This design comes from an exercise in tuning for small area, a short achievable clock period and few clock cycles on the open sky130 flow, not from production work. In this exercise RTL edits were held to simulation tests only and were not proved equivalent to the original. Power figures rest on the tool's default switching activity, not on a simulated workload.

File: flow/flow/run.sh
#!/bin/bash
export SETUP_SLACK_MARGIN=6.5
bash standard.sh > standard.log 2>&1
File: flow/standard.sh
#!/bin/bash
# synth_recipe.tcl (not shown) runs the flow's synth.tcl, then flattens the netlist and writes it again
# the make line also repeats each setting of config.mk as NAME=value (left out here)
make -C /OpenROAD-flow-scripts/flow DESIGN_CONFIG=/design/flow/config.mk WORK_HOME=/design/flow/orfs CLKGATE_MAP_FILE= SYNTH_SCRIPT=/design/flow/synth_recipe.tcl "${@:-finish}"
File: flow/config.mk
export PLATFORM = sky130hd
export DESIGN_NAME = mx_chunk_rx
export DESIGN_NICKNAME = mx_chunk_rx
export VERILOG_FILES = /design/flow/design.v
export SDC_FILE = /design/flow/constraint.sdc
export NUM_CORES = 4
export LEC_CHECK = 0
export CAP_MARGIN = 20
export CORE_MARGIN = 2
export CORE_UTILIZATION = 40
export SLEW_MARGIN = 20
File: flow/constraint.sdc
create_clock -name core_clock -period 10.0 [get_ports {clk}]
set_input_delay 2.0000 -clock core_clock [delete_from_list [all_inputs] [get_ports {clk}]]
set_output_delay 2.0000 -clock core_clock [all_outputs]
set_load 0.01 [all_outputs]
File: flow/design.v
`timescale 1ns/1ps
module mx_chunk_rx (
    input  wire       clk,
    input  wire       rst,
    input  wire       in_valid,
    output reg        in_ready,
    input  wire [7:0] in_data,
    input  wire       in_last,
    output reg        st_valid,
    output reg  [1:0] st_res,
    output reg  [2:0] st_cause,
    output reg        st_disc,
    output wire [7:0] st_msg_len,
    output wire       st_msg_bin,
    output wire       st_acc,
    output wire [7:0] st_rlen,
    output wire [4:0] st_exp_sn,
    output wire       st_frame_bin,
    output wire       m_valid,
    input  wire       m_ready,
    output wire [7:0] m_data,
    output wire       m_last
);
    localparam integer MAXF     = 160;
    localparam integer MTU      = 20;
    localparam integer QD       = 3;         
    localparam integer NR       = 20;        
    localparam [7:0]   SENT_ENC = 8'hFE;
    localparam [31:0]  FNV_OFFSET = 32'h811C9DC5;
    localparam [2:0] E_NONE     = 3'd0;
    localparam [2:0] E_DECODE   = 3'd1;
    localparam [2:0] E_INTEGRITY= 3'd2;
    localparam [2:0] E_NOFRAME  = 3'd3;
    localparam [2:0] E_GAP      = 3'd4;
    localparam [2:0] E_FIRST    = 3'd5;
    localparam [2:0] E_OVERFLOW = 3'd6;
    localparam [2:0] E_SIZE     = 3'd7;
    reg        r_acc;
    reg [7:0]  r_len;
    reg [4:0]  r_exp_sn;
    reg        r_fbin;
    assign st_acc       = r_acc;
    assign st_rlen      = r_len;
    assign st_exp_sn    = r_exp_sn;
    assign st_frame_bin = r_fbin;
    reg [7:0]  tail;         
    reg [7:0]  fend;         
    reg [7:0]  freec;        
    reg [7:0]  ra;           
    reg        rd_done;      
    reg [2:0]  ph;           
    reg [7:0]  stg [0:7];
    reg [7:0]  wa;
    reg [7:0]  ea;
    reg [3:0]  pc;           
    reg        ib_v;
    reg [7:0]  ib_d;
    reg [5:0]  ib_sv;        
    reg        ib_sok;
    reg        ib_spad;
    reg        ib_fe;
    reg        ib_l;
    reg        dec_pend;     
    reg        ap_acc;       
    reg        ap_dlv;       
    reg        ap_drop;      
    reg [3:0]  ap_jn;        
    reg        wblk;         
    reg [4:0]  wcnt;         
    reg        too_long;     
    reg        enc;          
    reg        dec_err;      
    reg [1:0]  qidx;         
    reg [5:0]  qprev;        
    reg        q2_pad;       
    reg [7:0]  dl0, dl1, dl2;    
    reg [1:0]  dcnt;
    reg        hdr_seen;
    reg [7:0]  hdr;
    reg [7:0]  woff;         
    reg [7:0]  hl0, hl1, hl2, hl3;   
    reg [7:0]  xd0, xd0b, xd0c;      
    reg [7:0]  xd1, xd2;             
    reg [1:0]  hc0;                  
    reg [2:0]  hc1, hc2;
    reg        tm0, tm1, tm2;        
    reg [7:0]  hl2s;                 
    reg [7:0]  mq [0:QD-1];
    reg [1:0]  mqn;
    reg        mv_r;
    reg [7:0]  md_r;
    reg        ml_r;
    function [6:0] b64_val;
        input [7:0] c;
        begin
            if (c >= "A" && c <= "Z")      b64_val = {1'b1, c[5:0] - 6'd1};
            else if (c >= "a" && c <= "z") b64_val = {1'b1, c[5:0] - 6'd7};
            else if (c >= "0" && c <= "9") b64_val = {1'b1, c[5:0] + 6'd4};
            else if (c == "+")             b64_val = {1'b1, 6'd62};
            else if (c == "/")             b64_val = {1'b1, 6'd63};
            else                           b64_val = 7'd0;
        end
    endfunction
    function [7:0] inc160;
        input [7:0] a;
        begin
            inc160 = (a == MAXF - 1) ? 8'd0 : a + 8'd1;
        end
    endfunction
    wire       take     = ib_v && !dec_pend && !wblk;
    wire [6:0] in_sym   = b64_val(in_data);
    wire       sym_ok   = ib_sok;
    wire [5:0] sym_v    = ib_sv;
    wire       sym_pad  = ib_spad;
    wire       w_sent   = wcnt == 5'd0 && ib_fe;
    wire       w_over   = too_long || wcnt == MTU[4:0];
    wire       is_sym   = enc && !w_over;
    reg        q_bad;
    always @(*) begin
        case (qidx)
        2'd0, 2'd1: q_bad = !sym_ok;
        2'd2:       q_bad = !sym_ok && !sym_pad;
        default:    q_bad = (!sym_ok && !sym_pad) || (q2_pad && !sym_pad) ||
                            ((q2_pad || sym_pad) && !ib_l);
        endcase
    end
    reg        p_has;
    reg [7:0]  p_byte;
    always @(*) begin
        p_has  = 1'b0;
        p_byte = ib_d;
        if (!enc) begin
            p_has = !w_over && !w_sent;
        end else begin
            case (qidx)
            2'd1: begin p_has = 1'b1;     p_byte = {qprev, sym_v[5:4]}; end
            2'd2: begin p_has = !sym_pad; p_byte = {qprev[3:0], sym_v[5:2]}; end
            2'd3: begin p_has = !sym_pad; p_byte = {qprev[1:0], sym_v}; end
            default: ;
            endcase
            p_has = p_has && !w_over;
        end
    end
    wire       push    = take && p_has;
    wire       hdr_in  = push && dcnt == 2'd3 && !hdr_seen;    
    wire       wr_due  = hdr_seen && woff < MAXF;
    wire       wr_en   = push && wr_due;                      
    wire        tag_ok  = hdr_seen && tm2 && dl0 == (hl2s ^ hl3);
    wire [4:0]  h_sn    = hdr[4:0];
    wire        h_bin   = hdr[5];
    wire        h_first = hdr[6];
    wire        h_last  = hdr[7];
    wire        fits    = woff <= MAXF;      
    wire        mq_full = (mqn == QD);
    wire        decide  = dec_pend && !(h_last && mq_full);
    wire        accept  = !too_long && !dec_err && tag_ok && fits &&
                          (h_first ? h_sn == 5'd0 : (r_acc && h_sn == r_exp_sn));
    wire        enq     = ap_dlv && woff != 8'd0;
    wire [7:0]  d_jn    = hdr_seen ? woff : r_len;
    wire        h_drop  = hdr_in && dl2[6] && r_acc;
    wire [3:0]  jn      = h_drop ? (r_len[7:3] != 5'd0 ? 4'd8 : {1'b0, r_len[2:0]}) : ap_jn;
    wire        drop    = ap_drop || h_drop;
    wire        drop_all = pc <= jn;
    wire [7:0]  hx0 = hl0 ^ p_byte;
    wire [9:0]  hs0 = {2'd0, hx0} + {2'd0, hx0[6:0], 1'b0} + {2'd0, hx0[3:0], 4'd0} +
                      {2'd0, hx0[0], 7'd0};
    wire [10:0] hs1 = {3'd0, hl1} + {3'd0, hl1[6:0], xd0[7]} + {3'd0, hl1[3:0], xd0[7:4]} +
                      {3'd0, hl1[0], xd0[7:1]} + {3'd0, xd0} + {8'd0, hc0};
    wire [10:0] hs2 = {3'd0, hl2} + {3'd0, hl2[6:0], xd1[7]} + {3'd0, hl2[3:0], xd1[7:4]} +
                      {3'd0, hl2[0], xd1[7:1]} + {3'd0, xd1} + {8'd0, hc1};
    wire [7:0]  hs3 = hl3 + {hl3[6:0], xd2[7]} + {hl3[3:0], xd2[7:4]} +
                      {hl3[0], xd2[7:1]} + xd2 + xd0c + {5'd0, hc2};
    wire        rw_en   = pc != 4'd0 && ph == wa[2:0];   
    wire [7:0]  rw_byte = stg[ph];
    wire [7:0]  ring_top [0:NR-1];
    genvar g;
    generate
        for (g = 0; g < NR; g = g + 1) begin : ring
            reg [63:0] q;
            always @(posedge clk) begin
                q <= {q[55:0], (rw_en && wa[7:3] == g) ? rw_byte : q[63:56]};
            end
            assign ring_top[g] = q[63:56];
        end
    endgenerate
    always @(posedge clk) begin
        if (wr_en)
            stg[ea[2:0]] <= dl2;
    end
    wire        has_msg = (mqn != 2'd0);
    wire        load    = has_msg && ph == ra[2:0] && (!mv_r || m_ready);
    wire        pop     = load && mq[0] == 8'd1;
    wire [7:0]  rd_byte = (pc != 4'd0 && ra == wa) ? rw_byte : ring_top[ra[7:3]];
    wire        rd_last = mq[0] == 8'd1;
    reg         hdr_seen_n;
    reg  [7:0]  woff_n;
    reg  [7:0]  freec_n;
    always @(*) begin
        hdr_seen_n = hdr_seen;
        woff_n     = woff;
        if (hdr_in) begin
            hdr_seen_n = 1'b1;
            woff_n     = dl2[6] ? 8'd0 : r_len;
        end else if (push && hdr_seen) begin
            woff_n     = woff + 8'd1;
        end
        if (decide)
            hdr_seen_n = 1'b0;
        freec_n = freec + {7'd0, rd_done} - (ap_dlv ? woff : 8'd0);
    end
    reg         hs_p;
    reg  [7:0]  wo_p;
    always @(*) begin
        hs_p = hdr_seen;
        wo_p = woff;
        if (take && dcnt == 2'd3 && !hdr_seen) begin
            hs_p = 1'b1;
            wo_p = dl2[6] ? 8'd0 : r_len;
        end else if (take && hdr_seen) begin
            wo_p = woff + 8'd1;
        end
        if (decide)
            hs_p = 1'b0;
    end
    wire        wblk_n  = hs_p && wo_p < MAXF &&
                          (rd_done ? wo_p > freec : wo_p >= freec);
    wire        ib_v_n  = (in_valid && in_ready) || (ib_v && !take);
    wire        dec_pend_n = (take && ib_l) || (dec_pend && !decide);
    integer i;
    always @(posedge clk) begin
        if (rst) begin
            r_acc      <= 1'b0;
            r_len      <= 8'd0;
            r_exp_sn   <= 5'd0;
            r_fbin     <= 1'b0;
            tail       <= 8'd0;
            fend       <= 8'd0;
            freec      <= MAXF[7:0];
            ra         <= 8'd0;
            rd_done    <= 1'b0;
            ph         <= 3'd0;
            wa         <= 8'd0;
            ea         <= 8'd0;
            pc         <= 4'd0;
            ib_v       <= 1'b0;
            dec_pend   <= 1'b0;
            ap_acc     <= 1'b0;
            ap_dlv     <= 1'b0;
            ap_drop    <= 1'b0;
            ap_jn      <= 4'd0;
            in_ready   <= 1'b1;
            wblk       <= 1'b0;
            wcnt       <= 5'd0;
            too_long   <= 1'b0;
            enc        <= 1'b0;
            dec_err    <= 1'b0;
            qidx       <= 2'd0;
            q2_pad     <= 1'b0;
            dcnt       <= 2'd0;
            hdr_seen   <= 1'b0;
            hl0        <= FNV_OFFSET[7:0];
            hl1        <= FNV_OFFSET[15:8];
            hl2        <= FNV_OFFSET[23:16];
            hl3        <= FNV_OFFSET[31:24];
            mqn        <= 2'd0;
            mv_r       <= 1'b0;
            st_valid   <= 1'b0;
            st_res     <= 2'd0;
            st_cause   <= 3'd0;
            st_disc    <= 1'b0;
        end else begin
            st_valid <= 1'b0;
            ph       <= ph + 3'd1;
            if (in_valid && in_ready) begin
                ib_v <= 1'b1;
            end else if (take) begin
                ib_v <= 1'b0;
            end
            if (take) begin
                if (wcnt == MTU[4:0])
                    too_long <= 1'b1;
                else
                    wcnt <= wcnt + 5'd1;
                if (w_sent) begin
                    enc <= 1'b1;
                end else if (is_sym) begin
                    if (qidx == 2'd2) q2_pad <= sym_pad;
                    if (q_bad) dec_err <= 1'b1;
                    qidx <= qidx + 2'd1;
                end
                if (ib_l) begin
                    dec_pend <= 1'b1;
                    if (enc && qidx != 2'd3) dec_err <= 1'b1;
                end
            end
            hdr_seen <= hdr_seen_n;
            freec    <= freec_n;
            wblk     <= wblk_n;
            in_ready <= !ib_v_n || (!dec_pend_n && !wblk_n);
            if (push) begin
                if (dcnt != 2'd3)
                    dcnt <= dcnt + 2'd1;
                hl0 <= hs0[7:0];
                hc0 <= hs0[9:8];
                if (dcnt != 2'd0) begin
                    hl1 <= hs1[7:0];
                    hc1 <= hs1[10:8];
                end
                if (dcnt[1]) begin
                    hl2 <= hs2[7:0];
                    hc2 <= hs2[10:8];
                end
                if (dcnt == 2'd3)
                    hl3 <= hs3;
            end
            if (drop) begin
                ea <= tail;
                if (drop_all) begin
                    wa <= tail;
                    pc <= 4'd0;
                end else begin
                    if (rw_en) wa <= inc160(wa);
                    pc <= pc - jn - {3'd0, rw_en};
                end
            end else begin
                if (wr_en) ea <= inc160(ea);
                if (rw_en) wa <= inc160(wa);
                pc <= pc + {3'd0, wr_en} - {3'd0, rw_en};
            end
            ap_acc  <= decide && accept && !h_last;
            ap_dlv  <= decide && accept && h_last;
            ap_drop <= decide && !accept;
            ap_jn   <= (d_jn[7:3] != 5'd0) ? 4'd8 : {1'b0, d_jn[2:0]};
            if (ap_acc)
                fend <= ea;
            if (ap_dlv) begin
                tail <= ea;
                fend <= ea;
            end
            if (ap_drop)
                fend <= tail;
            if (decide) begin
                dec_pend   <= 1'b0;
                st_valid   <= 1'b1;
                st_res     <= 2'd0;
                st_disc    <= 1'b0;
                if (too_long || dec_err || !tag_ok) begin
                    st_cause <= too_long ? E_SIZE : (dec_err ? E_DECODE : E_INTEGRITY);
                    st_disc  <= r_acc;
                    r_acc    <= 1'b0;
                    r_len    <= 8'd0;
                end else if (h_first) begin
                    st_disc <= r_acc;
                    r_acc   <= 1'b0;
                    r_len   <= 8'd0;
                    if (h_sn != 5'd0) begin
                        st_cause <= E_FIRST;
                    end else if (!fits) begin
                        st_cause <= E_OVERFLOW;
                    end else begin
                        st_cause <= E_NONE;
                        r_exp_sn <= 5'd1;
                        r_fbin   <= h_bin;
                        if (h_last) begin
                            st_res     <= 2'd2;
                        end else begin
                            st_res <= 2'd1;
                            r_acc  <= 1'b1;
                            r_len  <= woff;
                        end
                    end
                end else if (!r_acc) begin
                    st_cause <= E_NOFRAME;
                end else if (h_sn != r_exp_sn || !fits) begin
                    st_cause <= (h_sn != r_exp_sn) ? E_GAP : E_OVERFLOW;
                    st_disc  <= 1'b1;
                    r_acc    <= 1'b0;
                    r_len    <= 8'd0;
                end else begin
                    st_cause <= E_NONE;
                    r_exp_sn <= r_exp_sn + 5'd1;
                    r_fbin   <= r_fbin | h_bin;
                    if (h_last) begin
                        st_res     <= 2'd2;
                        r_acc      <= 1'b0;
                        r_len      <= 8'd0;
                    end else begin
                        st_res <= 2'd1;
                        r_len  <= woff;
                    end
                end
                wcnt      <= 5'd0;
                too_long  <= 1'b0;
                enc       <= 1'b0;
                dec_err   <= 1'b0;
                qidx      <= 2'd0;
                q2_pad    <= 1'b0;
                dcnt      <= 2'd0;
                hl0       <= FNV_OFFSET[7:0];
                hl1       <= FNV_OFFSET[15:8];
                hl2       <= FNV_OFFSET[23:16];
                hl3       <= FNV_OFFSET[31:24];
            end
            rd_done <= load;
            if (load) ra <= inc160(ra);
            if (load)
                mv_r <= 1'b1;
            else if (m_ready)
                mv_r <= 1'b0;
            mqn <= mqn + (enq ? 2'd1 : 2'd0) - (pop ? 2'd1 : 2'd0);
        end
    end
    always @(posedge clk) begin
        if (in_valid && in_ready) begin
            ib_d    <= in_data;
            ib_l    <= in_last;
            ib_sv   <= in_sym[5:0];
            ib_sok  <= in_sym[6];
            ib_spad <= in_data == 8'h3D;
            ib_fe   <= in_data == SENT_ENC;
        end
        if (take && !w_sent && is_sym)
            qprev <= sym_v;
        if (push) begin
            dl0  <= p_byte;
            dl1  <= dl0;
            dl2  <= dl1;
            xd0  <= hx0;
            xd0b <= xd0;
            xd0c <= xd0b;
            xd1  <= hl1;
            xd2  <= hl2;
            hl2s <= hl2;
            tm0  <= p_byte == hl0;
            tm1  <= tm0 && p_byte == hl1;
            tm2  <= tm1;
        end
        if (hdr_in)
            hdr <= dl2;
        woff <= woff_n;
        if (load) begin
            md_r <= rd_byte;
            ml_r <= rd_last;
        end
        if (pop) begin
            for (i = 0; i < QD - 1; i = i + 1) mq[i] <= mq[i+1];
            mq[QD-1] <= 8'd0;
        end else if (load) begin
            mq[0] <= mq[0] - 8'd1;
        end
        if (enq)
            mq[pop ? mqn - 2'd1 : mqn] <= woff;
    end
    assign st_msg_len = st_res[1] ? woff : 8'd0;
    assign st_msg_bin = st_res[1] & r_fbin;
    assign m_valid = mv_r;
    assign m_data  = md_r;
    assign m_last  = ml_r;
endmodule
==> results of run 1 <==
routing by layer:
metal	track usage, %	wire length [um]	vias up
met3	3.01	3900	172
li1	-	-	12500
met5	0	0	-
met4	5.87	2870	0
met1	21.6	46500	12500
met2	25.4	44900	547
cells in the mapped netlist (all sizes together), types with 31 or more instances:
library cell / n / share of area, %
dfxtp: 1408 / 59
nand2: 251 / 2.0
edfxtp: 212 / 13
nor2: 171 / 1.3
o21ai: 171 / 1.8
inv: 141 / 1.1
a21oi: 134 / 1.4
ha: 120 / 3.1
clkbuf: 98 / 0.77
fa: 90 / 3.8
xnor2: 65 / 1.2
nor3: 49 / 0.57
buf: 42 / 0.51
nand3: 40 / 0.42
and2: 39 / 0.51
mux2i: 37 / 0.77
xor2: 37 / 0.67
a22oi: 31 / 0.48
where the power goes:
group / internal [mW] / switching (mW)
registers: 6.93 / 0.146
clock network: 3.28 / 2.41
logic: 0.532 / 0.673
logic make-up after synthesis:
| family | share of synthesized area (%) |
|---|---|
| and+or+nand+nor | 7.41 |
| xor gates and xnor gates | 2.24 |
| AOI/OAI and AO/OA | 7.24 |
| DFF | 72.0 |
| muxes | 1.87 |
| adders and majority gates | 6.88 |
| buffers and inverters | 2.39 |
worst min-delay path by stage:
stage | start | end | cells after the start
after detailed placement | ring[18].q[51]$_DFF_P_ | ring[18].q[59]$_DFF_P_ | 0
after floorplan | ring[0].q[2]$_DFF_P_ | ring[0].q[10]$_DFF_P_ | 0
final | ring[10].q[2]$_DFF_P_ | ring[10].q[10]$_DFF_P_ | 0
after global placement | ring[11].q[33]$_DFF_P_ | ring[11].q[41]$_DFF_P_ | 0
after CTS | ring[10].q[5]$_DFF_P_ | ring[10].q[13]$_DFF_P_ | 0
after global routing | ring[10].q[5]$_DFF_P_ | ring[10].q[13]$_DFF_P_ | 0
what timing repair did:
item / 4_1_cts / 5_1_grt
gates resized for setup: 192 / 77
buffers inserted: 49 / 32
hold buffers: 0 / 0
endpoints found under the hold margin: 0 / 0
setup endpoints to repair: 139 / 74
pin swaps: 44 / 69
cell type report:
| type | count | area share (%) |
|---|---|---|
| clock inverters | 51 | 1.23 |
| clock buffers | 218 | 7.68 |
| well taps | 1612 | 3.55 |
| diodes | 1 | 0.00441 |
| flip-flops and latches | 1620 | 61.0 |
| multi-input cells | 1652 | 23.0 |
| repair buffers | 176 | 2.57 |
| inverters | 142 | 0.957 |
stage by stage:
stage	worst slack (ns)	cell area [sq um]	cells	utilization (%)
after global routing	6.00	56700	5471	47.5
after global placement	5.09	50500	5121	42.3
after CTS	6.10	56300	5439	47.1
final	6.16	56700	5472	47.5
after floorplan	6.33	48200	3554	-
after detailed placement	5.10	50500	5121	42.3
==> results.yml, run 1 <==
clocking:
  clock_path_buffers: 3
  cts.clk_slew.worst_paths_ns: 0.06
  clock_sinks: 1620
  clkLatencyLatePin_ns: 0.75
  cts_tree: "done"
  cts-root-buf: "clkbuf_16"
  cts_htree_levels: 4
  cts_buffers: 150
layout:
  final_nets: 3965
  final_common_cell: "dfxtp_1"
  area_growth_pct: 18.2
  nFillCells: 10500
  largest_register: "ring.q"
  multi_input_area_sq_mm: 0.0131
  drive_above_1_share_pct: 15.3
  final_cell_mix: "dfxtp_1 (1,375), nand2_1 (250), edfxtp_1 (212)"
  seq_area_sq_mm: 0.0346
  largest_reg_flops: 1280
routing:
  wirelength_um: 98100
  drc_errors: 0
  viasPerCell: 4.70
  wire_per_inst_um: 17.9
  drt-pass1-iter-count: 6
  vias: 25700
  drtIter0Drc: 1721
  drtAntennaViolNets: 0
logic_synthesis:
  async_flop_share_pct: 0
  syn_inst: 3554
  synthesis.area_sq_mm: 0.0480
  yosysUniqueCellTypes: 98
  synth_warnings: 1
  synth-seq-cells: 1620
  avgSynthCellArea_sq_um: 13.5
  yosysSeqAreaShare_pct: 72.0
  synthFlopType: "dfxtp_1"
  synth-edff-count: 212
  syn_nets: 3777
critical_path:
  reg2reg_setup_slack_ns: 6.16
  path_common_cell: "fa_1"
  crit_type: "reg -> reg"
  startpoint: "hl2s[2]$_DFFE_PP_"
  slowest_delay_ns: 0.51
  r2r_cells: 13
  rr_endpoint: "hl3[7]$_SDFFE_PP1N_"
  crit_slowest_cell: "fa_1"
  path_depth: 13
  worstPathMaxFanout: 3
  start_kind: "flop"
  end_kind: "flop"
  critPathTopFamily: "adder cells"
  arrival_ns: 4.48
  crit_end: "hl3[7]$_SDFFE_PP1N_"
  r2r_start: "hl2s[2]$_DFFE_PP_"
  path_cells: "buf_6 -> fa_1 -> fa_1 -> fa_1 -> inv_1 -> fa_1 -> inv_2 -> fa_2 -> a211oi_2 -> o21bai_1 -> a21oi_2 -> or4_1 -> o311a_1"
  path_buf_inv: 3
  critical_path_required_ns: 10.63
power:
  p_per_area_mw_per_mm2: 246
  ir_drop_uv: 170
  power_mw: 14.0
  leakagePower_nw: 21.9
sta:
  hold_ws_ns: 0.293
  layout_min_cycle_time_ns: 3.84
  grt_setup_unrepaired: "yes"
  maxSlewViolCount: 0
  worstMarginPinSlew_ns: 1.10
  tns_ns: 0
  fin_crit_sh_pct: 38.4
  timing.fmax_mhz: 260
  slew_headroom_pct: 25.3
  setup_viol: 0
  clock_skew_ns: 0.0501
  hold_viol_final: 0
global_routing:
  grt_pass1_vias: 25400
  grtUsageTotal_pct: 15.9
  grt_pass1_wl_um: 149000
  antenna_found_initial: 2
  grt_overflow_total: 0
  grt_max_degree: 54
flow_run:
  maxCapViolCount: 0
floorplanning:
  initial_core_util_pct: 40.2
  rows: 127
  io_pins: 55
  die_y_um: 350
  die_x_um: 350
  die_area_sq_mm: 0.123
  core_area_sq_mm: 0.119
placed_design:
  dp_hpwl_um: 63300
  gp_congestion: 0.839
  io_buffers: 54
run_status:
  outcome: "no timing/DRC/antenna violations"
worst_hold_path:
  hold_path.class: "reg -> reg"
Testbench counts, summed over its fixed seeds: cycles 30,639.
==> run 2: changes to the inputs <==
--- a/flow/config.mk
+++ b/flow/config.mk
@@ -8,4 +8,6 @@
 export CAP_MARGIN = 20
 export CORE_MARGIN = 2
 export CORE_UTILIZATION = 40
+export CTS_CLUSTER_DIAMETER = 60
+export CTS_CLUSTER_SIZE = 24
 export SLEW_MARGIN = 20
==> run 2 against run 1 <==
Net effect: final area is 3.3% lower; highest routed layer unchanged; largest cell class unchanged; setup slack better by 0.048 ns; die area stayed put; power is 11% lower; maximum frequency is 1.3% higher; sequential power hardly changed; register-to-register slack better by 0.05 ns.
==> results.yml, run 2 <==
critical_path:
  path_common_cell: "fa_1"
  rr_endpoint: "hl3[7]$_SDFFE_PP1N_"
  start_kind: "flop"
  crit_slowest_cell: "fa_1"
  crit_type: "reg -> reg"
  crit_end: "hl3[7]$_SDFFE_PP1N_"
  r2r_start: "hl2s[4]$_DFFE_PP_"
  reg2reg_setup_slack_ns: 6.20
  startpoint: "hl2s[4]$_DFFE_PP_"
  worstPathMaxFanout: 3
  arrival_ns: 4.41
  critical_path_required_ns: 10.61
  slowest_delay_ns: 0.51
  path_cells: "buf_4 -> fa_1 -> fa_1 -> fa_1 -> ha_1 -> ha_1 -> o21ai_0 -> o21bai_1 -> a21oi_2 -> or4_1 -> o311a_1"
  r2r_cells: 11
  end_kind: "flop"
global_routing:
  grt_max_degree: 54
  grt_pass1_wl_um: 147000
  grtUsageTotal_pct: 15.7
  grt_overflow_total: 0
  grt_pass1_vias: 24700
  antenna_found_initial: 2
placed_design:
  gp_congestion: 0.839
  io_buffers: 54
  dp_slack_ns: 5.10
  dp_hpwl_um: 63300
floorplanning:
  rows: 127
  initial_core_util_pct: 40.2
  die_y_um: 350
  die_x_um: 350
  core_area_sq_mm: 0.119
  io_pins: 55
  die_area_sq_mm: 0.123
layout:
  largest_register: "ring.q"
  drive_above_1_share_pct: 13.5
  area_growth_pct: 14.3
  final_nets: 3910
  largest_reg_flops: 1280
  diodes: 0
  final_cell_mix: "dfxtp_1 (1,375), nand2_1 (250), edfxtp_1 (212)"
  nFillCells: 10700
  final_common_cell: "dfxtp_1"
routing:
  wirelength_um: 96700
  viasPerCell: 4.74
  detailroute.wirelength.met2_um: 44500
  drc_errors: 0
  drtIter0Drc: 1836
  drtAntennaViolNets: 0
  vias: 25400
  wl_met3_um: 3700
  drt-pass1-iter-count: 8
  wl_met1_um: 45900
  top_layer_used: "met4"
  wire_per_inst_um: 18.1
clocking:
  cts_tree: "done"
  holdBufCountCts: 0
  clkLatencyLatePin_ns: 0.72
  clock_path_buffers: 3
  cts.clk_slew.worst_paths_ns: 0.09
  cts-root-buf: "clkbuf_16"
  cts_buffers: 96
  clock_sinks: 1620
  cts_htree_levels: 3
logic_synthesis:
  synth-edff-count: 212
  synth-seq-cells: 1620
  yosysUniqueCellTypes: 98
  yosysSeqAreaShare_pct: 72.0
  synthTopCellsByArea: "dfxtp_1 (59%), edfxtp_1 (13%), fa_1 (3.8%)"
  syn_inst: 3554
  synthesis.area_sq_mm: 0.0480
  synth_most_common_cell: "dfxtp_1"
  async_flop_share_pct: 0
  synth_warnings: 1
  syn_nets: 3777
  synth.top_cells.by_count: "dfxtp_1 (1,408), nand2_1 (251), edfxtp_1 (212)"
  synth_top_area_cell: "dfxtp_1"
  synthFlopType: "dfxtp_1"
  avgSynthCellArea_sq_um: 13.5
  synth_top_area_share_pct: 58.7
sta:
  hold_viol_final: 0
  timing.fmax_mhz: 263
  clock_skew_ns: 0.0577
  slew_headroom_pct: 23.6
  fin_crit_sh_pct: 38.0
  setup_viol: 0
  grt_setup_unrepaired: "yes"
  maxSlewViolCount: 0
  layout_min_cycle_time_ns: 3.80
  tns_ns: 0
  hold_ws_ns: 0.283
  setup_slack_ns: 6.20
  worstMarginPinSlew_ns: 1.12
worst_hold_path:
  hold_path.class: "reg -> reg"
power:
  ir_drop_uv: 161
  p_per_area_mw_per_mm2: 228
  leakagePower_nw: 21.0
  power_mw: 12.5
flow_run:
  maxCapViolCount: 0
run_status:
  outcome: "no timing/DRC/antenna violations"
==> run 2: what timing repair did <==
| item | CTS | global route |
|---|---|---|
| pin swaps | 47 | 57 |
| resized for setup | 198 | 65 |
| endpoints found under the setup margin | 130 | 67 |
| buffers inserted | 55 | 25 |
==> run 2: cell families (layout without fill, tap and decap cells) <==
logic type,Yosys count,after routing,share of synthesized area (%)
XOR/XNOR,110,110,2.24
adder cells (fa/ha/maj),210,210,6.88
multiplexers,68,68,1.87
buffers and inverters,282,472,2.39
flip-flops,1620,1620,72.0
AO/OA/AOI/OAI,538,538,7.24
AND/OR/NAND/NOR,726,726,7.41
==> run 2: worst max-delay path: cells and delay by family, from the launching register on <==
kind / cells / cell delay [ns]
compound gates: 4 / 0.55
fa+ha+maj: 5 / 2.10
buf+inv: 1 / 0.18
flops: 1 / 0.46
simple gates: 1 / 0.39
==> run 2: layer usage <==
layer  global-route usage (%)  vias up
li1                         -    12400
met1                     21.7    12300
met2                     25.3      537
met3                     2.36      170
met4                     4.92        0
met5                        0        -
==> run 2: metrics by stage <==
stage | util, % | instance area (sq um) | instances
6_report | 45.9 | 54900 | 5356
5_1_grt | 45.9 | 54900 | 5356
4_1_cts | 45.6 | 54500 | 5331
3_5_place_dp | 42.3 | 50500 | 5121
3_3_place_gp | 42.3 | 50500 | 5121
2_1_floorplan | - | 48200 | 3554
==> run 2: final cells by class <==
class                      count  area, sq um  share of cell area [%]
inverter                     142          543                   0.990
tap                         1612         2020                    3.68
clock buffer                 109         2500                    4.56
sequential                  1620        34600                    63.1
timing repair buffer         175         1440                    2.62
multi-input combinational   1652        13000                    23.8
clock inverter                46          714                    1.30
==> run 2: report_power, final <==
group	internal [mW]	leakage, nW	switching, mW
Clock	1.95	1.55	2.28
Combinational	0.526	6.16	0.668
Sequential	6.92	13.3	0.147
Total	9.39	21.0	3.09
==> run 2: worst min path at each step <==
stage / to / slack (ns) / start / cells past startpoint
after global placement: ring[11].q[41]$_DFF_P_ / 0.31 / ring[11].q[33]$_DFF_P_ / 0
after detailed placement: ring[18].q[59]$_DFF_P_ / 0.31 / ring[18].q[51]$_DFF_P_ / 0
final: ring[15].q[12]$_DFF_P_ / 0.28 / ring[15].q[4]$_DFF_P_ / 0
after floorplan: ring[0].q[10]$_DFF_P_ / 0.31 / ring[0].q[2]$_DFF_P_ / 0
after CTS: ring[5].q[11]$_DFF_P_ / 0.29 / ring[5].q[3]$_DFF_P_ / 0
after global routing: ring[17].q[27]$_DFF_P_ / 0.30 / ring[17].q[19]$_DFF_P_ / 0
==> run 3: changes to the inputs <==
--- a/flow/design.v
+++ b/flow/design.v
@@ -79,8 +79,9 @@
     reg [7:0]  hdr;
     reg [7:0]  woff;         
     reg [7:0]  hl0, hl1, hl2, hl3;   
-    reg [7:0]  xd0, xd0b, xd0c;      
-    reg [7:0]  xd1, xd2;             
+    reg [7:0]  xd0, xd0b;            
+    reg [7:0]  xd1;                  
+    reg [7:0]  r3;                   
     reg [1:0]  hc0;                  
     reg [2:0]  hc1, hc2;
     reg        tm0, tm1, tm2;        
@@ -168,8 +169,9 @@
                       {3'd0, hl1[0], xd0[7:1]} + {3'd0, xd0} + {8'd0, hc0};
     wire [10:0] hs2 = {3'd0, hl2} + {3'd0, hl2[6:0], xd1[7]} + {3'd0, hl2[3:0], xd1[7:4]} +
                       {3'd0, hl2[0], xd1[7:1]} + {3'd0, xd1} + {8'd0, hc1};
-    wire [7:0]  hs3 = hl3 + {hl3[6:0], xd2[7]} + {hl3[3:0], xd2[7:4]} +
-                      {hl3[0], xd2[7:1]} + xd2 + xd0c + {5'd0, hc2};
+    wire [7:0]  r3_n = {7'd0, hl2[7]} + {4'd0, hl2[7:4]} + {1'b0, hl2[7:1]} + hl2 + xd0b;
+    wire [7:0]  hs3 = hl3 + {hl3[6:0], 1'b0} + {hl3[3:0], 4'd0} + {hl3[0], 7'd0} +
+                      r3 + {5'd0, hc2};
     wire        rw_en   = pc != 4'd0 && ph == wa[2:0];   
     wire [7:0]  rw_byte = stg[ph];
     wire [7:0]  ring_top [0:NR-1];
@@ -427,9 +429,8 @@
             dl2  <= dl1;
             xd0  <= hx0;
             xd0b <= xd0;
-            xd0c <= xd0b;
             xd1  <= hl1;
-            xd2  <= hl2;
+            r3   <= r3_n;
             hl2s <= hl2;
             tm0  <= p_byte == hl0;
             tm1  <= tm0 && p_byte == hl1;
--- a/flow/config.mk
+++ b/flow/config.mk
@@ -5,9 +5,10 @@
 export SDC_FILE = /design/flow/constraint.sdc
 export NUM_CORES = 4
 export LEC_CHECK = 0
+export ABC_AREA = 1
 export CAP_MARGIN = 20
 export CORE_MARGIN = 2
 export CORE_UTILIZATION = 40
-export CTS_CLUSTER_DIAMETER = 60
-export CTS_CLUSTER_SIZE = 24
+export CTS_CLUSTER_DIAMETER = 80
+export CTS_CLUSTER_SIZE = 28
 export SLEW_MARGIN = 20
==> run 3 against run 2 <==
Net effect: still clean; count of clock-buffer cells in the layout is 26 lower; core utilization shrank 0.79 points; wire length rose by 3.8%; sequential power shrank 0.6%; sequential share of layout area is 0.13 points higher; final cell count rose by 11%; die area up 1.6%; flip-flop and latch count stayed put; maximum frequency rose by 7.3%; power fell by 4.6%; synthesized cell count rose by 16%; setup slack better by 0.26 ns; critical endpoint is now hc0[0]$_DFFE_PP_; largest power group unchanged; highest routed layer unchanged.
==> results.yml, run 3 <==
run_status:
  outcome: "no timing/DRC/antenna violations"
worst_hold_path:
  hold_path.class: "reg -> reg"
floorplanning:
  die_x_um: 353
  core_area_sq_mm: 0.121
  die_y_um: 353
  initial_core_util_pct: 40.2
  io_pins: 55
  rows: 128
  die_area_sq_mm: 0.125
global_routing:
  grt_pass1_wl_um: 154000
  grt_overflow_total: 0
  grt_max_degree: 62
  antenna_found_initial: 0
  grtUsageTotal_pct: 15.9
  grt_pass1_vias: 26000
critical_path:
  critical_path_required_ns: 10.45
  critPathTopFamily: "adder cells"
  path_cells: "buf_6 -> ha_4 -> clkinvlp_4 -> buf_6 -> buf_6 -> o2111ai_4 -> o21ai_4 -> xor2_4 -> buf_4 -> fa_1 -> inv_2 -> ha_4 -> ha_4 -> inv_2 -> nor2_1 -> o21ai_1 -> nand2_1 -> xor2_1"
  crit_type: "reg -> reg"
  crit_slowest_cell: "fa_1"
  end_kind: "flop"
  worstPathMaxFanout: 5
  path_buf_inv: 7
  start_kind: "flop"
  arrival_ns: 3.99
  slowest_delay_ns: 0.51
layout:
  largest_reg_flops: 1280
  final_nets: 4520
  diodes: 0
  seq_area_sq_mm: 0.0346
  multi_input_area_sq_mm: 0.0128
  drive_above_1_share_pct: 10.4
  final_cell_mix: "dfxtp_1 (1,379), nand2_1 (555), inv_1 (376)"
  area_growth_pct: 12.3
  nFillCells: 11200
  final_common_cell: "dfxtp_1"
  largest_register: "ring.q"
logic_synthesis:
  synth_warnings: 1
  yosysUniqueCellTypes: 63
  synth_mux_area_share_pct: 0.0410
  syn_inst: 4134
  synthesis.area_sq_mm: 0.0488
  synth-compound-area-share_pct: 7.09
  yosysSeqAreaShare_pct: 70.8
  synth_fa_ha_area_share_pct: 6.80
  synth-edff-count: 212
  synth.top_cells.by_count: "dfxtp_1 (1,408), nand2_1 (563), inv_1 (400)"
  synth_top_family_by_area: "simple AND/OR/NAND/NOR gates"
  async_flop_share_pct: 0
  synthSimpleGateAreaFrac_pct: 9.44
  synthTopCellsByArea: "dfxtp_1 (58%), edfxtp_1 (13%), nand2_1 (4.3%)"
  synth_top_area_share_pct: 57.8
  avgSynthCellArea_sq_um: 11.8
  synth_top_area_cell: "dfxtp_1"
  synth_most_common_cell: "dfxtp_1"
  synthFlopType: "dfxtp_1"
  syn_nets: 4360
  synthXorXnorAreaFrac_pct: 1.58
  synth-seq-cells: 1620
routing:
  wirelength_um: 100000
  drtIter0Drc: 2016
  drc_errors: 0
  viasPerCell: 4.59
  drt-pass1-iter-count: 7
  drtAntennaViolNets: 0
  wire_per_inst_um: 16.9
  vias: 27300
power:
  p_sw_mw: 2.98
  p_per_area_mw_per_mm2: 217
  pwr-share-seq_pct: 59.0
  ir_drop_uv: 135
  p_clk_share_pct: 29.1
  leakagePower_nw: 22.5
  comb_power_share_pct: 12.0
  swShare_pct: 25.0
  p_int_mw: 8.93
sta:
  grt_setup_unrepaired: "yes"
  tns_ns: 0
  worstMarginPinSlew_ns: 1.07
  clock_skew_ns: 0.0497
  fin_crit_sh_pct: 35.4
  setup_slack_ns: 6.46
  slew_headroom_pct: 28.9
  hold_viol_final: 0
  setup_viol: 0
  layout_min_cycle_time_ns: 3.54
  timing.fmax_mhz: 283
  maxSlewViolCount: 0
flow_run:
  maxCapViolCount: 0
clocking:
  cts.clk_slew.worst_paths_ns: 0.11
  cts-root-buf: "clkbuf_16"
  clkLatencyLatePin_ns: 0.70
  clock_path_buffers: 3
  clock_sinks: 1620
  cts_htree_levels: 3
  cts_buffers: 74
  cts_tree: "done"
placed_design:
  dp_hpwl_um: 67800
  gp_congestion: 0.842
  io_buffers: 54
  dp_slack_ns: 5.28
==> run 3: changes by cell type after synthesis, moves of 60 or more <==
cell      previous run  this run
nand2_1            251       563
inv_1              139       400
o21ai_0            155       331
nor2_1             171       294
nand3_1             40       113
clkbuf_1            96        36
==> run 3: layer usage <==
layer / wire, um / GRT usage (%) / vias to the layer above
met5: 0 / 0 / -
met4: 2310 / 4.37 / 0
met3: 3940 / 2.17 / 131
met2: 44100 / 24.4 / 511
met1: 50000 / 23.5 / 13100
li1: - / - / 13600
==> run 3: final timing paths <==
check	depth (start not counted)	endpoint	slack, ns	start
min	0	ring[3].q[50]$_DFF_P_	0.31	ring[3].q[42]$_DFF_P_
max	18	hc0[0]$_DFFE_PP_	6.46	qidx[1]$_SDFFE_PP0P_
min reg2reg	0	ring[3].q[50]$_DFF_P_	0.31	ring[3].q[42]$_DFF_P_
max reg2reg	18	hc0[0]$_DFFE_PP_	6.46	qidx[1]$_SDFFE_PP0P_
==> run 3: cells by family (layout without fill, tap and decap cells) <==
logic type,count (synthesis),in the layout
AO/OA/AOI/OAI,623,623
XOR/XNOR,88,88
adder cells (fa/ha/maj),213,213
buffers and inverters,509,699
flip-flops,1620,1620
multiplexers,2,2
AND/OR/NAND/NOR,1079,1080
==> run 3: what timing repair did <==
item                                    in CTS  in global routing
hold buffers                                 0                  0
pin swaps                                   25                 70
gates resized for setup                    174                 98
gates cloned                                 0                  1
endpoints found under the setup margin     125                 81
setup buffers                               50                 38
==> run 3: power by group through the flow <==
stage | Combinational (mW) | Clock, mW | Sequential, mW
2_1_floorplan | 0.885 | 0 | 7.12
3_3_place_gp | 1.17 | 0 | 7.17
3_5_place_dp | 1.19 | 0 | 7.18
4_1_cts | 1.26 | 3.58 | 7.03
5_1_grt | 1.62 | 3.81 | 7.06
6_report | 1.43 | 3.46 | 7.02
==> run 3: final cells by class <==
cell class / instances / area share (%)
tap: 1625 / 3.71
multi-input combinational: 2006 / 23.4
clock buffer: 83 / 3.46
inverter: 418 / 2.91
clock inverter: 24 / 0.687
sequential: 1620 / 63.2
timing repair buffer: 174 / 2.63
==> run 3: through the flow <==
| stage | hold slack (ns) | instance area, sq um | instances | util, % | power, mW |
|---|---|---|---|---|---|
| 3_3_place_gp | 0.309 | 51200 | 5754 | 42.2 | 8.35 |
| 5_1_grt | 0.303 | 54800 | 5950 | 45.1 | 12.5 |
| 4_1_cts | 0.302 | 54100 | 5911 | 44.6 | 11.9 |
| 3_5_place_dp | 0.312 | 51200 | 5754 | 42.2 | 8.37 |
| 6_report | 0.311 | 54800 | 5950 | 45.1 | 11.9 |
| 2_1_floorplan | 0.310 | 48900 | 4134 | - | 8.01 |
Testbench counts of run 3, summed over its fixed seeds: cycles 30,639.
==> run 4: changes to the inputs <==
==> flow/flow/run.sh (replaced) <==
#!/bin/bash
export SETUP_SLACK_MARGIN=7
bash standard.sh > standard.log 2>&1
--- a/flow/config.mk
+++ b/flow/config.mk
@@ -5,7 +5,6 @@
 export SDC_FILE = /design/flow/constraint.sdc
 export NUM_CORES = 4
 export LEC_CHECK = 0
-export ABC_AREA = 1
 export CAP_MARGIN = 20
 export CORE_MARGIN = 2
 export CORE_UTILIZATION = 40
==> run 4 against run 3 <==
Net effect: worst hold slack got worse by 0.022 ns; count of clock-buffer cells in the layout up 2; first-iteration DRC count shrank 4.2%; largest cell class unchanged; clock power barely moved.
==> results.yml, run 4 <==
clocking:
  holdBufCountCts: 0
  cts-root-buf: "clkbuf_16"
  cts_tree: "done"
  clock_sinks: 1620
  cts_htree_levels: 3
  clkLatencyLatePin_ns: 0.68
  clock_path_buffers: 3
  cts.clk_slew.worst_paths_ns: 0.09
  cts_buffers: 73
logic_synthesis:
  syn_nets: 3800
  synth_top_area_share_pct: 58.6
  synthSimpleGateAreaFrac_pct: 7.72
  yosysSeqAreaShare_pct: 71.9
  synthXorXnorAreaFrac_pct: 2.38
  synth_mux_area_share_pct: 1.95
  async_flop_share_pct: 0
  synth_top_family_by_area: "simple AND/OR/NAND/NOR gates"
  synth_top_area_cell: "dfxtp_1"
  avgSynthCellArea_sq_um: 13.5
  synthTopCellsByArea: "dfxtp_1 (59%), edfxtp_1 (13%), fa_1 (3.6%)"
  synth-edff-count: 212
  syn_inst: 3574
  synth_most_common_cell: "dfxtp_1"
  synth.top_cells.by_count: "dfxtp_1 (1,408), nor2_1 (215), edfxtp_1 (212)"
  synth-compound-area-share_pct: 6.94
  synthFlopType: "dfxtp_1"
  yosysUniqueCellTypes: 86
  synth_warnings: 1
  synthesis.area_sq_mm: 0.0481
  synth_fa_ha_area_share_pct: 6.90
  synth-seq-cells: 1620
critical_path:
  r2r_cells: 12
  crit_type: "reg -> reg"
  critical_path_required_ns: 10.52
  startpoint: "xd0[1]$_DFFE_PP_"
  worstPathMaxFanout: 3
  r2r_start: "xd0[1]$_DFFE_PP_"
  end_kind: "flop"
  rr_endpoint: "hc1[2]$_DFFE_PP_"
  start_kind: "flop"
  arrival_ns: 4.14
  reg2reg_setup_slack_ns: 6.38
sta:
  slew_headroom_pct: 27.3
  hold_viol_final: 0
  timing.fmax_mhz: 276
  clock_skew_ns: 0.0524
  setup_viol: 0
  worstMarginPinSlew_ns: 1.08
  grt_setup_unrepaired: "yes"
  fin_crit_sh_pct: 36.2
  layout_min_cycle_time_ns: 3.62
  tns_ns: 0
  maxSlewViolCount: 0
worst_hold_path:
  hold_path.class: "reg -> reg"
  min_to: "ring[18].q[21]$_DFF_P_"
  hold_path_depth: 0
  holdCritStartpoint: "ring[18].q[13]$_DFF_P_"
layout:
  drive_above_1_share_pct: 18.4
  largest_reg_flops: 1280
  nFillCells: 10700
  final_cell_mix: "dfxtp_1 (1,353), edfxtp_1 (212), nor2_1 (205)"
  final_nets: 3988
  area_growth_pct: 15.9
  final_core_util_pct: 46.6
  final_common_cell: "dfxtp_1"
  seq_area_sq_mm: 0.0347
  largest_register: "ring.q"
  multi_input_area_sq_mm: 0.0141
routing:
  wire_per_inst_um: 18.2
  drc_errors: 0
  drtIter0Drc: 1932
  detailroute.wirelength.met2_um: 44300
  wirelength_um: 98600
  vias: 25800
  viasPerCell: 4.78
  wl_met3_um: 4190
  top_layer_used: "met5"
  drt-pass1-iter-count: 8
  drtAntennaViolNets: 0
  wl_met1_um: 48000
global_routing:
  grt_overflow_total: 0
  grt_pass1_vias: 25300
  grt_pass1_wl_um: 151000
  antenna_found_initial: 1
  grt_max_degree: 72
  grtUsageTotal_pct: 15.9
flow_run:
  maxCapViolCount: 0
floorplanning:
  io_pins: 55
  rows: 127
  die_area_sq_mm: 0.123
  initial_core_util_pct: 40.2
  die_x_um: 351
  die_y_um: 351
  core_area_sq_mm: 0.119
placed_design:
  io_buffers: 54
  dp_hpwl_um: 62700
  gp_congestion: 0.834
power:
  leakagePower_nw: 21.2
  ir_drop_uv: 135
  p_per_area_mw_per_mm2: 209
run_status:
  outcome: "no timing/DRC/antenna violations"
## run 4: worst max path at each step
stage,endpoint,depth (start not counted)
after floorplan,ib_sv[2]$_DFFE_PP_,9
after global placement,ib_sv[3]$_DFFE_PP_,8
after detailed placement,ib_sv[3]$_DFFE_PP_,8
after CTS,hc1[0]$_DFFE_PP_,14
after global routing,hc1[2]$_DFFE_PP_,14
final,hc1[2]$_DFFE_PP_,12
## run 4: report_power, final
part	internal, mW	switching, mW	total (mW)
logic	0.539	0.684	1.22
clock network	1.45	2.00	3.45
registers	6.88	0.127	7.00
## run 4: critical path, stage by stage (launching register included)
cell,delay (ns)
edfxtp_1,0.44
buf_6,0.15
fa_1,0.51
fa_1,0.47
fa_1,0.58
inv_1,0.09
fa_2,0.40
nor2b_2,0.14
o21ai_2,0.08
a21oi_2,0.22
o31ai_4,0.09
a211oi_2,0.20
o21a_1,0.13
## run 4: cell type report
class                      instances  area share, %
clock buffer                      85           3.43
inverter                         134          0.950
multi-input combinational       1688           25.2
sequential                      1620           62.3
antenna                            1        0.00449
tap                             1612           3.62
clock inverter                    20          0.523
timing repair buffer             245           3.97
## run 4: cells by family (layout without fill, tap and decap cells)
family                     after synthesis  in the layout
DFF                                   1620           1620
and+or+nand+nor                        749            751
AOI/OAI and AO/OA                      533            534
buffers and inverters                  269            484
adders and majority gates              213            213
xor gates and xnor gates               118            118
muxes                                   72             72
other                                    0              1
## run 4: per-layer routing
| metal | up-vias | track usage [%] |
|---|---|---|
| met5 | - | 0 |
| met4 | 2 | 4.09 |
| met3 | 125 | 2.34 |
| met2 | 542 | 25.0 |
| met1 | 12700 | 23.0 |
| li1 | 12500 | - |
## run 4: repair_timing
action / CTS / global route
pin swaps: 79 / 77
setup endpoints to repair: 294 / 183
buffers inserted: 104 / 36
gates cloned: 3 / 3
gates resized for setup: 456 / 154
## run 4: stage by stage
stage | setup WS [ns] | instance area [sq um] | std cells | hold slack [ns] | total power, mW
after CTS | 6.37 | 54800 | 5365 | 0.285 | 11.7
after floorplan | 6.43 | 48500 | 3574 | 0.310 | 7.86
final | 6.38 | 55700 | 5405 | 0.288 | 11.7
after global routing | 6.21 | 55700 | 5404 | 0.302 | 12.2
after detailed placement | 4.81 | 50900 | 5153 | 0.312 | 8.15
after global placement | 5.04 | 50900 | 5153 | 0.309 | 8.13
==> run 5: changes to the inputs <==
==> flow/flow/run.sh (replaced) <==
#!/bin/bash
export SETUP_SLACK_MARGIN=6.5
bash standard.sh > standard.log 2>&1
==> run 5 against run 4 <==
Net effect: wire length fell by 2.7%; die area did not move; clock power rose by 1%; largest cell class unchanged; power decreased by 0.35%; final cell count down 1.3%; worst hold slack improved by 0.021 ns; largest power group unchanged; highest routed layer is now met4.
==> results.yml, run 5 <==
run_status:
  outcome: "no timing/DRC/antenna violations"
sta:
  clock_skew_ns: 0.0584
  maxSlewViolCount: 0
  layout_min_cycle_time_ns: 3.60
  grt_setup_unrepaired: "yes"
  hold_viol_final: 0
  slew_headroom_pct: 25.3
  worstMarginPinSlew_ns: 1.11
  tns_ns: 0
  timing.fmax_mhz: 278
  setup_viol: 0
  fin_crit_sh_pct: 36.0
logic_synthesis:
  synthesis.area_sq_mm: 0.0481
  syn_inst: 3574
  yosysUniqueCellTypes: 86
  synth_most_common_cell: "dfxtp_1"
  synthTopCellsByArea: "dfxtp_1 (59%), edfxtp_1 (13%), fa_1 (3.6%)"
  syn_nets: 3800
  synth_warnings: 1
  avgSynthCellArea_sq_um: 13.5
  synth-seq-cells: 1620
  async_flop_share_pct: 0
  synth_top_area_share_pct: 58.6
  synth-edff-count: 212
  synthFlopType: "dfxtp_1"
  yosysSeqAreaShare_pct: 71.9
  synth_top_area_cell: "dfxtp_1"
  synth.top_cells.by_count: "dfxtp_1 (1,408), nor2_1 (215), edfxtp_1 (212)"
floorplanning:
  initial_core_util_pct: 40.2
  io_pins: 55
  die_y_um: 351
  rows: 127
  die_area_sq_mm: 0.123
  die_x_um: 351
  core_area_sq_mm: 0.119
critical_path:
  start_kind: "flop"
  critical_path_required_ns: 10.53
  end_kind: "flop"
  crit_type: "reg -> reg"
  worstPathMaxFanout: 3
  arrival_ns: 4.13
  r2r_cells: 12
placed_design:
  dp_hpwl_um: 62200
  io_buffers: 54
  gp_congestion: 0.840
power:
  p_clk_share_pct: 30.0
  p_per_area_mw_per_mm2: 215
  pwr-share-seq_pct: 60.2
  p_sw_mw: 2.80
  power_mw: 11.6
  leakagePower_nw: 20.7
  swShare_pct: 24.1
  ir_drop_uv: 171
  p_int_mw: 8.83
  comb_power_share_pct: 9.8
worst_hold_path:
  hold_path.class: "reg -> reg"
  hold_path_depth: 0
routing:
  drt-pass1-iter-count: 8
  drtIter0Drc: 1852
  drc_errors: 0
  drtAntennaViolNets: 0
  wirelength_um: 95900
  wire_per_inst_um: 18.0
  vias: 25200
  viasPerCell: 4.73
global_routing:
  grt_pass1_vias: 24500
  grt_pass1_wl_um: 146000
  grtUsageTotal_pct: 15.6
  grt_max_degree: 60
  grt_overflow_total: 0
  antenna_found_initial: 2
layout:
  diodes: 0
  final_nets: 3921
  nFillCells: 10700
  final_cell_mix: "dfxtp_1 (1,377), edfxtp_1 (212), nor2_1 (210)"
  drive_above_1_share_pct: 12.5
  largest_reg_flops: 1280
  area_growth_pct: 12.8
  largest_register: "ring.q"
  final_common_cell: "dfxtp_1"
flow_run:
  maxCapViolCount: 0
clocking:
  cts_tree: "done"
  clock_sinks: 1620
  cts_htree_levels: 3
  holdBufCountCts: 0
  cts.clk_slew.worst_paths_ns: 0.10
  cts-root-buf: "clkbuf_16"
  cts_buffers: 74
  clock_path_buffers: 3
  clkLatencyLatePin_ns: 0.70
==> run 5: changes by cell type in the layout (fill, tap and decap cells not counted), moves of 12 or more <==
cell           delta
dfxtp_4          -15
dlygate4sd2_1    +33
a21oi_1          +12
dfxtp_1          +24
buf_2            -13
buf_4            -43
buf_6            -37
==> run 5: routing by layer <==
metal,GRT usage [%],wire (um)
met5,0,0
met4,4.80,2550
met3,2.51,4240
met2,24.2,42600
met1,22.3,46400
==> run 5: path summary, 6_finish.rpt <==
check,slack (ns),to,startpoint
max,6.40,hc1[2]$_DFFE_PP_,xd0[1]$_DFFE_PP_
min,0.31,ring[11].q[23]$_DFF_P_,ring[11].q[15]$_DFF_P_
max reg2reg,6.40,hc1[2]$_DFFE_PP_,xd0[1]$_DFFE_PP_
min reg2reg,0.31,ring[11].q[23]$_DFF_P_,ring[11].q[15]$_DFF_P_
==> run 5: power by group through the flow <==
stage	registers [mW]	clock network [mW]	logic, mW
global route	7.04	3.82	1.28
floorplan	7.10	0	0.728
CTS	7.01	3.60	1.04
detailed placement	7.16	0	0.959
finish	7.01	3.49	1.14
global placement	7.15	0	0.945
==> run 5: final cells by class <==
type	instances	area (sq um)	share of cell area (%)
clock inverter	22	393	0.724
timing repair inverter	1	5.00	0.00923
clock buffer	82	1880	3.47
timing repair buffer	177	1460	2.70
tap	1612	2020	3.72
sequential	1620	34600	63.9
multi-input combinational	1687	13300	24.6
inverter	134	523	0.964
==> run 5: logic make-up (layout without fill, tap and decap cells) <==
logic type               Yosys count  count (layout)  share of synthesized area (%)
flip-flops                      1620            1620                           71.9
adder cells (fa/ha/maj)          213             213                           6.90
AND/OR/NAND/NOR                  749             750                           7.72
AO/OA/AOI/OAI                    533             534                           6.94
buffers and inverters            269             416                           2.22
XOR/XNOR                         118             118                           2.38
multiplexers                      72              72                           1.95
==> run 5: worst max-delay path, stage by stage, from the launching register on <==
cell and delay [ns]:
edfxtp_1 0.45, buf_4 0.16, fa_1 0.50, fa_1 0.46, fa_1 0.53, inv_1 0.07, fa_2 0.41, nor2b_4 0.15
o21ai_4 0.07, a21oi_4 0.21, o31ai_4 0.09, a211oi_2 0.18, o21a_1 0.15
==> run 5: per-stage QoR <==
step	hold WS (ns)	std cells	setup slack, ns	util, %	instance area [sq um]
floorplan	0.310	3574	6.35	-	48300
global placement	0.310	5160	5.26	42.5	50800
detailed placement	0.312	5161	5.17	42.5	50800
CTS	0.314	5312	6.13	44.9	53700
global route	0.319	5335	6.24	45.4	54200
finish	0.309	5335	6.40	45.4	54200
==> run 5: repair_timing <==
item | CTS | global route
endpoints found under the setup margin | 162 | 152
buffers inserted | 47 | 20
cloned | 0 | 3
gates resized for setup | 178 | 106
pin swaps | 51 | 53
==> run 6: changes to the inputs <==
==> flow/flow/run.sh (replaced) <==
#!/bin/bash
export SETUP_SLACK_MARGIN=6.5
export CTS_ARGS="-sink_clustering_enable -repair_clock_nets -sink_clustering_size 28 -sink_clustering_max_diameter 80 -dont_use_dummy_load"
bash standard.sh > standard.log 2>&1
==> run 6 against run 5 <==
Net effect: still clean on timing, DRC and antenna; global-route usage barely moved; critical path depth did not move; combinational power hardly changed; maximum frequency down 0.69%; area after synthesis did not move; final area down 0.87%; via count rose by 0.14%; final cell count fell by 0.64%; register-to-register slack got worse by 0.03 ns; count of clock-buffer cells in the layout fell by 8; die area stayed put.
==> results.yml, run 6 <==
worst_hold_path:
  hold_path.class: "reg -> reg"
logic_synthesis:
  synthTopCellsByArea: "dfxtp_1 (59%), edfxtp_1 (13%), fa_1 (3.6%)"
  yosysSeqAreaShare_pct: 71.9
  synth_most_common_cell: "dfxtp_1"
  yosysUniqueCellTypes: 86
  synth_top_area_cell: "dfxtp_1"
  avgSynthCellArea_sq_um: 13.5
  synthesis.area_sq_mm: 0.0481
  synth_top_area_share_pct: 58.6
  syn_inst: 3574
  synth_warnings: 1
  synth-seq-cells: 1620
  syn_nets: 3800
  async_flop_share_pct: 0
  synth-edff-count: 212
  synthFlopType: "dfxtp_1"
  synth.top_cells.by_count: "dfxtp_1 (1,408), nor2_1 (215), edfxtp_1 (212)"
clocking:
  clock_path_buffers: 3
  cts_tree: "done"
  clock_sinks: 1620
  cts-root-buf: "clkbuf_16"
  cts_buffers: 74
  cts.clk_slew.worst_paths_ns: 0.10
  clkLatencyLatePin_ns: 0.70
  holdBufCountCts: 0
  cts_htree_levels: 3
power:
  p_sw_mw: 2.62
  p_int_mw: 8.71
  pwr-share-seq_pct: 61.9
  p_per_area_mw_per_mm2: 211
  p_clk_share_pct: 28.0
  ir_drop_uv: 168
  leakagePower_nw: 20.4
  swShare_pct: 23.1
  comb_power_share_pct: 10.1
critical_path:
  path_common_cell: "fa_1"
  start_kind: "flop"
  end_kind: "flop"
  critPathTopFamily: "adder cells"
  worstPathMaxFanout: 3
  path_buf_inv: 2
  critical_path_required_ns: 10.47
  slowest_delay_ns: 0.53
  crit_slowest_cell: "fa_1"
  arrival_ns: 4.10
  crit_type: "reg -> reg"
  path_cells: "buf_4 -> fa_1 -> fa_1 -> fa_1 -> inv_1 -> fa_2 -> nor2b_4 -> o21ai_4 -> a21oi_4 -> o31ai_4 -> a211oi_2 -> o21a_1"
sta:
  hold_ws_ns: 0.272
  hold_viol_final: 0
  clock_skew_ns: 0.130
  tns_ns: 0
  setup_slack_ns: 6.37
  grt_setup_unrepaired: "yes"
  worstMarginPinSlew_ns: 1.09
  fin_crit_sh_pct: 36.3
  slew_headroom_pct: 26.8
  maxSlewViolCount: 0
  timing.fmax_mhz: 276
  setup_viol: 0
  layout_min_cycle_time_ns: 3.63
placed_design:
  dp_hpwl_um: 62200
  dp_slack_ns: 5.17
  gp_congestion: 0.840
  dp.cells: 5161
  io_buffers: 54
routing:
  drt-pass1-iter-count: 9
  wirelength_um: 96100
  viasPerCell: 4.77
  drc_errors: 0
  drtIter0Drc: 1904
  drtAntennaViolNets: 0
  vias: 25300
  wire_per_inst_um: 18.1
floorplanning:
  core_area_sq_mm: 0.119
  die_y_um: 351
  rows: 127
  initial_core_util_pct: 40.2
  io_pins: 55
  die_x_um: 351
  die_area_sq_mm: 0.123
layout:
  largest_register: "ring.q"
  nFillCells: 10800
  drive_above_1_share_pct: 11.8
  final_nets: 3917
  final_common_cell: "dfxtp_1"
  diodes: 0
  final_core_util_pct: 45.0
  stdcell_count: 5301
  final_cell_mix: "dfxtp_1 (1,377), edfxtp_1 (212), nor2_1 (210)"
  largest_reg_flops: 1280
  area_growth_pct: 11.8
global_routing:
  grt_pass1_vias: 24400
  grt_overflow_total: 0
  antenna_found_initial: 2
  grt_max_degree: 60
  grt_pass1_wl_um: 146000
  grtUsageTotal_pct: 15.5
flow_run:
  maxCapViolCount: 0
run_status:
  outcome: "no timing/DRC/antenna violations"
[run 6: cell type report]
type / instances / area [sq um] / share of cell area [%]
sequential: 1620 / 34600 / 64.4
multi-input combinational: 1687 / 13300 / 24.8
tap: 1612 / 2020 / 3.75
clock buffer: 74 / 1850 / 3.44
timing repair buffer: 173 / 1410 / 2.63
inverter: 134 / 523 / 0.973
timing repair inverter: 1 / 5.00 / 0.00931
[run 6: worst paths after layout]
| kind | startpoint | endpoint | slack, ns | cells after the start |
|---|---|---|---|---|
| setup reg to reg | xd0[1]$_DFFE_PP_ | hc1[2]$_DFFE_PP_ | 6.37 | 12 |
| hold / removal | ring[15].q[28]$_DFF_P_ | ring[15].q[36]$_DFF_P_ | 0.27 | 0 |
| hold reg to reg | ring[15].q[28]$_DFF_P_ | ring[15].q[36]$_DFF_P_ | 0.27 | 0 |
| setup / recovery | xd0[1]$_DFFE_PP_ | hc1[2]$_DFFE_PP_ | 6.37 | 12 |
[run 6: kinds of logic (layout without fill, tap and decap cells)]
family	after synthesis	in the layout	synth area share [%]
AOI/OAI and AO/OA	533	534	6.94
adders and majority gates	213	213	6.90
and+or+nand+nor	749	750	7.72
muxes	72	72	1.95
DFF	1620	1620	71.9
xor gates and xnor gates	118	118	2.38
buffers and inverters	269	382	2.22
[run 6: worst register-to-register path, delay by kind of cell (launching register included)]
kind / cells / cell delay [ns]
simple gates: 1 / 0.16
flops: 1 / 0.44
buf+inv: 2 / 0.24
compound gates: 5 / 0.71
fa+ha+maj: 4 / 1.90
[run 6: through the flow]
step / cell area, sq um / power (mW)
floorplan: 48300 / 7.83
global placement: 50800 / 8.10
detailed placement: 50800 / 8.12
CTS: 53300 / 11.3
global route: 53800 / 11.8
finish: 53800 / 11.3
[run 6: power by group through the flow]
stage | clock [mW] | combinational (mW) | sequential, mW
global route | 3.50 | 1.28 | 7.04
floorplan | 0 | 0.728 | 7.10
finish | 3.17 | 1.14 | 7.01
global placement | 0 | 0.945 | 7.15
CTS | 3.28 | 1.05 | 7.01
detailed placement | 0 | 0.959 | 7.16
[run 6: routing by layer]
layer  part of all wire, %  global-route usage, %  vias to the layer above
li1                      -                      -                    12300
met1                    48                   22.3                    12300
met2                    44                   24.1                      535
met3                   4.6                   2.47                      136
met4                   2.8                   4.87                        0
met5                     0                      0                        -
[run 6: repair_timing]
action                                  4_1_cts  5_1_grt
cloned                                        0        4
resized for setup                           173       89
endpoints found under the setup margin      170      123
pin swaps                                    51       57
setup buffers                                47       15
==> run 7: changes to the inputs <==
--- a/flow/config.mk
+++ b/flow/config.mk
@@ -5,9 +5,11 @@
 export SDC_FILE = /design/flow/constraint.sdc
 export NUM_CORES = 4
 export LEC_CHECK = 0
+export ABC_AREA = 1
 export CAP_MARGIN = 20
 export CORE_MARGIN = 2
 export CORE_UTILIZATION = 40
 export CTS_CLUSTER_DIAMETER = 80
 export CTS_CLUSTER_SIZE = 28
 export SLEW_MARGIN = 20
+export TNS_END_PERCENT = 10
==> run 7 against run 6 <==
Net effect: final cell count is 11% higher; wire length increased by 4.9%; sequential power about the same; sequential share of layout area shrank 0.074 points; die area up 1.5%; worst hold slack better by 0.010 ns; global-route usage is 0.47 points higher; critical path depth fell by 11; synthesized cell count increased by 16%; flip-flop and latch count unchanged; maximum frequency decreased by 1.6%; count of clock-buffer cells in the layout fell by 1; largest power group unchanged; highest routed layer unchanged.
==> results.yml, run 7 <==
logic_synthesis:
  syn_inst: 4134
  synthFlopType: "dfxtp_1"
  async_flop_share_pct: 0
  synth_top_area_cell: "dfxtp_1"
  yosysSeqAreaShare_pct: 70.8
  synth_most_common_cell: "dfxtp_1"
  synth_top_area_share_pct: 57.8
  synth_warnings: 1
  synth-seq-cells: 1620
  synth.top_cells.by_count: "dfxtp_1 (1,408), nand2_1 (563), inv_1 (400)"
  synthesis.area_sq_mm: 0.0488
global_routing:
  grt_overflow_total: 0
  grtUsageTotal_pct: 16.0
  grt_pass1_vias: 26300
  grt_pass1_wl_um: 155000
  antenna_found_initial: 1
  grt_max_degree: 73
placed_design:
  io_buffers: 54
  placed_area_sq_mm: 0.0512
  dp.cells: 5751
  dp_hpwl_um: 68800
sta:
  timing.fmax_mhz: 271
  clock_skew_ns: 0.0841
  tns_ns: 0
  fin_crit_sh_pct: 36.9
  slew_headroom_pct: 26.7
  setup_viol: 0
power:
  ir_drop_uv: 125
  p_int_mw: 8.72
  leakagePower_nw: 22.1
  p_clk_share_pct: 27.6
  pwr-share-seq_pct: 61.2
  p_per_area_mw_per_mm2: 214
  comb_power_share_pct: 11.2
clocking:
  clock_sinks: 1620
  clock_path_buffers: 3
  cts_buffers: 73
  holdBufCountCts: 0
  cts_htree_levels: 3
floorplanning:
  rows: 128
  die_x_um: 353
  die_area_sq_mm: 0.125
  initial_core_util_pct: 40.2
  io_pins: 55
routing:
  vias: 27400
  drt-pass1-iter-count: 6
  wire_per_inst_um: 17.1
  drc_errors: 0
critical_path:
  critical_path_required_ns: 8.00
  start_kind: "flop"
  arrival_ns: 1.69
  worstPathMaxFanout: 8
  crit_slowest_cell: "clkdlybuf4s50_1"
  r2r_cells: 17
  slowest_delay_ns: 0.58
  critPathTopFamily: "buffers and inverters"
  rr_endpoint: "hc1[0]$_DFFE_PP_"
layout:
  nFillCells: 11300
  area_growth_pct: 10.2
  final_nets: 4485
  final_cell_mix: "dfxtp_1 (1,387), nand2_1 (555), inv_1 (391)"
  largest_register: "ring.q"
  largest_reg_flops: 1280
  diodes: 0
  final_common_cell: "dfxtp_1"
  stdcell_area_sq_mm: 0.0538
  final_core_util_pct: 44.3
flow_run:
  maxCapViolCount: 0
worst_hold_path:
  hold_path.class: "reg -> reg"
  min_to: "ring[13].q[63]$_DFF_P_"
run_status:
  outcome: "no timing/DRC/antenna violations"
[run 7: changes by cell type in the layout (fill, tap and decap cells not counted), moves of 26 or more]
cell | before | now
a21oi_1 | 169 | 140
nor2_1 | 210 | 289
a22oi_1 | 43 | 0
o21ai_0 | 108 | 311
and2_1 | 28 | 0
xnor2_1 | 63 | 29
mux2i_1 | 33 | 2
nand3_1 | 54 | 111
clkdlybuf4s50_1 | 5 | 39
inv_1 | 112 | 391
o22ai_1 | 9 | 44
nand2_1 | 198 | 555
dlygate4sd2_1 | 33 | 2
buf_4 | 110 | 84
[run 7: logic make-up after synthesis]
logic type               after synthesis  share of synthesized area [%]
AND/OR/NAND/NOR                     1079                           9.44
AO/OA/AOI/OAI                        623                           7.09
adder cells (fa/ha/maj)              213                           6.80
flip-flops                          1620                           70.8
buffers and inverters                509                           4.23
XOR/XNOR                              88                           1.58
multiplexers                           2                         0.0410
[run 7: metrics by stage]
step | hold WS, ns | total power [mW]
after floorplan | 0.310 | 8.01
after global placement | 0.310 | 8.35
after detailed placement | 0.312 | 8.38
after CTS | 0.285 | 11.5
after global routing | 0.290 | 12.0
final | 0.282 | 11.5
[run 7: per-layer routing]
| metal | wire (um) | GRT usage [%] |
|---|---|---|
| met5 | 0 | 0 |
| met4 | 2800 | 4.89 |
| met3 | 4990 | 2.47 |
| met2 | 43600 | 24.4 |
| met1 | 49400 | 23.4 |
[run 7: how the worst max path moves through the flow]
stage	slack (ns)	depth (start not counted)	end
finish	6.31	1	st_res[0]
detailed placement	5.35	11	mq[1][1]$_DFFE_PP_
global route	6.22	16	hc0[0]$_DFFE_PP_
CTS	6.26	13	hc2[2]$_DFFE_PP_
floorplan	6.48	6	ib_sok$_SDFFCE_PP1P_
global placement	5.37	11	mq[1][0]$_DFFE_PP_
[run 7: area by class of cell]
| type | count | area (sq um) | share of cell area (%) |
|---|---|---|---|
| Clock buffer | 73 | 1830 | 3.40 |
| Multi-Input combinational cell | 2006 | 12500 | 23.3 |
| Tap cell | 1625 | 2030 | 3.78 |
| Sequential cell | 1620 | 34600 | 64.3 |
| Timing Repair Buffer | 140 | 1220 | 2.28 |
| Inverter | 418 | 1580 | 2.94 |
[run 7: repair_timing]
| item | in CTS | in global routing |
|---|---|---|
| setup buffers | 33 | 24 |
| resized for setup | 89 | 40 |
| pin swaps | 11 | 27 |
| setup endpoints to repair | 129 | 127 |
| cloned | 1 | 0 |
| endpoints found under the hold margin | 0 | 0 |
[run 7: power groups by stage]
stage	Sequential (mW)	Combinational (mW)	Clock, mW
after floorplan	7.12	0.885	0
after global placement	7.17	1.17	0
after detailed placement	7.18	1.19	0
after CTS	7.03	1.23	3.27
after global routing	7.06	1.47	3.49
final	7.03	1.29	3.17

Setup slack of run 7, layout unchanged: 6.313 ns with ideal ports, 6.240 ns with driving cells assumed (clock clkbuf_16, inputs buf_2), 5.764 ns with port delays also shifted by the 0.702 ns mid clock arrival.
